Background: an optimization exercise with open tools, aiming at small area. Do not read the settings as production practice.
The RTL was checked by simulation tests, not by an equivalence proof against the original design.
Power is estimated from default activity; no workload was simulated.

==> flow/design.v (excerpt) <==
module debounce_integrator (
    input  wire        clk,             
    input  wire        rst,             
    input  wire [9:0]  raw_sample,
    input  wire [59:0] cfg_center,
    input  wire [59:0] cfg_tol,
    input  wire        cfg_incl,
    input  wire [15:0] cfg_n,
    input  wire        cfg_oneshot,
    input  wire        cfg_held_same,
    input  wire [55:0] cfg_cmd,
    input  wire [6:0]  cfg_addr,
    input  wire [15:0] cfg_repeat,
    input  wire [7:0]  cfg_gap,
    output wire        pin_out,
    output wire [2:0]  stable_out,
    output wire [2:0]  fout_out,
    output wire        busy,
    output wire        cmd_strobe,
    output wire [6:0]  cmd_code
);
Size in the first run: about 840 cells after synthesis, about 250 I/O pins.
==> flow/config.mk <==
export PLATFORM = sky130hd
export DESIGN_NAME = debounce_integrator
export DESIGN_NICKNAME = debounce_integrator
export VERILOG_FILES = /design/flow/design.v
export SDC_FILE = /design/flow/constraint.sdc
export NUM_CORES = 4
export LEC_CHECK = 0
export ABC_AREA = 1
export CAP_MARGIN = 20
export CORE_AREA = 2 2 117.285 117.285
export DIE_AREA = 0 0 119.285 119.285
export GPL_TIMING_DRIVEN = 0
export SLEW_MARGIN = 20
==> flow/constraint.sdc <==
create_clock -name core_clock -period 15.0 [get_ports {clk}]
set_input_delay 3.0000 -clock core_clock [delete_from_list [all_inputs] [get_ports {clk}]]
set_output_delay 3.0000 -clock core_clock [all_outputs]
set_load 0.01 [all_outputs]
standard.sh (not shown) runs the stock make flow with config.mk's settings and CLKGATE_MAP_FILE= SYNTH_SCRIPT=/design/flow/synth_recipe.tcl, a recipe that flattens the netlist after the stock synthesis.
==> flow/flow/run.sh <==
#!/bin/bash
# Layout flow: the standard synthesis, then the combinational logic between
# the standard synthesis's registers is re-mapped for area with ABC (registers,
# their cells and names untouched; the result is proven equivalent to the
# standard netlist), then the standard ORFS flow from floorplan to finish, with
# the smallest buffer cell on the ports and small clock buffers. ABC runs with
# four seeds and the smallest result is kept.
set -euo pipefail
HERE=$(pwd)
RES=$HERE/orfs/results/$FLOW_PLATFORM/debounce_integrator/base
LOGD=$HERE/orfs/logs/$FLOW_PLATFORM/debounce_integrator/base
LIB=$FLOW_HOME/platforms/$FLOW_PLATFORM/lib/sky130_fd_sc_hd__tt_025C_1v80.lib
SEQ="sky130_fd_sc_hd__*df* sky130_fd_sc_hd__*dl* sky130_fd_sc_hd__conb_1"

bash standard.sh synth > synth_std.log 2>&1
cp $RES/1_2_yosys.v std_synth.v
DU=$(grep -o -- '-dont_use [^ ]*' $LOGD/1_2_yosys.log | sort -u | tr '\n' ' ')

# four ABC runs with different seeds; keep the smallest netlist
resyn() {
  local S=$1
  cat > resyn$S.ys <<EOY
read_liberty -ignore_miss_func $LIB
read_verilog std_synth.v
hierarchy -top $FLOW_TOP
blackbox $SEQ
flatten
rename -hide w:*.*
opt_clean -purge
abc -script $HERE/flow/area$S.abc -liberty $LIB $DU
opt_clean -purge
hilomap -singleton -hicell sky130_fd_sc_hd__conb_1 HI -locell sky130_fd_sc_hd__conb_1 LO
insbuf -buf sky130_fd_sc_hd__buf_1 A X
splitnets
opt_clean -purge
tee -o resyn$S.stat stat -liberty $LIB
write_verilog -noattr -nohex -nodec -selected resyn$S.v
EOY
  yosys -l resyn$S.log -s resyn$S.ys > /dev/null
}
for S in 0 1 2 3; do resyn $S & done
wait
BEST=$(for S in 0 1 2 3; do [ -s resyn$S.stat ] && grep -q "Chip area" resyn$S.stat && echo "$(grep 'Chip area' resyn$S.stat | awk '{print $NF}') $S"; done | sort -g | head -1 | awk '{print $2}')
echo "best resynthesis: $BEST" > resyn_pick.log
cat resyn*.stat | grep 'Chip area' >> resyn_pick.log
cp resyn$BEST.v resyn.v

cat > equiv.ys <<EOY
read_liberty -ignore_miss_func $LIB
blackbox $SEQ
read_verilog std_synth.v
rename $FLOW_TOP gold
read_verilog resyn.v
rename $FLOW_TOP gate
flatten gold gate
expose -evert gold/t:sky130_fd_sc_hd__*df* gate/t:sky130_fd_sc_hd__*df*
miter -equiv -flatten -make_assert gold gate miter
hierarchy -top miter
sat -verify -prove-asserts miter
EOY
yosys -l equiv.log -s equiv.ys > /dev/null

cp resyn.v $RES/1_2_yosys.v
rm -f $RES/1_synth.odb $RES/1_synth.sdc
bash standard.sh BUFFER_PORTS_ARGS="-buffer_cell sky130_fd_sc_hd__buf_1" CTS_ARGS="-sink_clustering_enable -repair_clock_nets -dont_use_dummy_load -root_buf sky130_fd_sc_hd__clkbuf_8 -buf_list {sky130_fd_sc_hd__clkbuf_4}" finish > flow_std.log 2>&1
==> flow/flow/area0.abc <==
strash
&get -n
&fraig -x
&deepsyn -T 60 -S 0
&put
strash
&get -n
&dch -f
&nf -R 1000 -p -C 32 -F 8 -A 8
&put
==> flow/flow/area1.abc <==
strash
&get -n
&fraig -x
&deepsyn -T 60 -S 1
&put
strash
&get -n
&dch -f
&nf -R 1000 -p -C 32 -F 8 -A 8
&put
==> flow/flow/area2.abc <==
strash
&get -n
&fraig -x
&deepsyn -T 60 -S 2
&put
strash
&get -n
&dch -f
&nf -R 1000 -p -C 32 -F 8 -A 8
&put
==> flow/flow/area3.abc <==
strash
&get -n
&fraig -x
&deepsyn -T 60 -S 3
&put
strash
&get -n
&dch -f
&nf -R 1000 -p -C 32 -F 8 -A 8
&put
The starting point completed without violations.
Then changed:
--- a/flow/flow/run.sh
+++ b/flow/flow/run.sh
@@ -64,2 +64,2 @@
 rm -f $RES/1_synth.odb $RES/1_synth.sdc
-bash standard.sh BUFFER_PORTS_ARGS="-buffer_cell sky130_fd_sc_hd__buf_1" CTS_ARGS="-sink_clustering_enable -repair_clock_nets -dont_use_dummy_load -root_buf sky130_fd_sc_hd__clkbuf_8 -buf_list {sky130_fd_sc_hd__clkbuf_4}" finish > flow_std.log 2>&1
+bash standard.sh BUFFER_PORTS_ARGS="-buffer_cell sky130_fd_sc_hd__buf_1" CTS_ARGS="-sink_clustering_enable -repair_clock_nets -dont_use_dummy_load -buf_list {sky130_fd_sc_hd__clkbuf_4 sky130_fd_sc_hd__clkbuf_8}" finish > flow_std.log 2>&1
ABC_AREA = default   (was 1)
Result: The new run passed the timing, DRC and antenna checks; clock-buffer cell count stays the same; power grows by 1.9%; worst setup slack improves by 0.12 ns; first-iteration DRC count went up by 25%; via count came out higher by 0.82%.
Then changed:
--- a/flow/flow/run.sh
+++ b/flow/flow/run.sh
@@ -18,3 +18,5 @@
 
-# four ABC runs with different seeds; keep the smallest netlist
+# four ABC runs, each two or three rounds of deepsyn with different seeds;
+# keep the
+# smallest netlist
 resyn() {
--- a/flow/flow/area0.abc
+++ b/flow/flow/area0.abc
@@ -4,2 +4,4 @@
 &deepsyn -T 60 -S 0
+&deepsyn -T 60 -S 3
+&deepsyn -T 60 -S 5
 &put
==> flow/flow/area1.abc (replaced) <==
strash
&get -n
&fraig -x
&deepsyn -T 60 -S 0
&deepsyn -T 60 -S 3
&put
strash
&get -n
&dch -f
&nf -R 1000 -p -C 32 -F 8 -A 8
&put
==> flow/flow/area2.abc (replaced) <==
strash
&get -n
&fraig -x
&deepsyn -T 60 -S 0
&deepsyn -T 60 -S 3
&deepsyn -T 60 -S 4
&put
strash
&get -n
&dch -f
&nf -R 1000 -p -C 32 -F 8 -A 8
&put
--- a/flow/flow/area3.abc
+++ b/flow/flow/area3.abc
@@ -3,3 +3,5 @@
 &fraig -x
+&deepsyn -T 60 -S 0
 &deepsyn -T 60 -S 3
+&deepsyn -T 60 -S 6
 &put
ABC_AREA = 1   (was default)
Wire length falls by 2.4%; die area stays the same; utilization falls by 0.55 points; hold slack is about the same; area after synthesis shrinks by 1.4%; power decreases by 3.0%; final cell count climbs by 0.39%; combinational power goes down by about 5%; clock skew decreases by 0.0075 ns; final area decreases by 1.0%; clock-buffer cell count stays the same.

==> separate check: timing with driven ports <==
The flow's constraints put no driver on any port. The routed layouts listed below were extracted and timed again, unchanged, in two steps. Step 1 sets driving cells, clkbuf_16 on the clock port and buf_2 on the other inputs (assumed; they add their load-dependent delay and slew). Step 2 adds t to the input delays and takes it off the output delays; t is the mean of the earliest and latest rising clock arrival at the registers after step 1. Input paths then give back, and output paths get back, about the clock's delay inside the block. Three values: no drivers, after step 1, after step 2; two values: the first two.
run	t, ns	setup slack, ns	pins driven straight from the clock port
the first run	0.321	3.062 / 3.067 / 2.746	1
the second run	0.328	3.186 / 3.192 / 2.864	1
the third run	0.319	3.894 / 3.903 / 3.585	1
After both steps setup and hold are still met in every run listed. The setup slack of the second run, which loses most, moves by +0.006 ns with the drivers and by -0.322 ns with both steps.
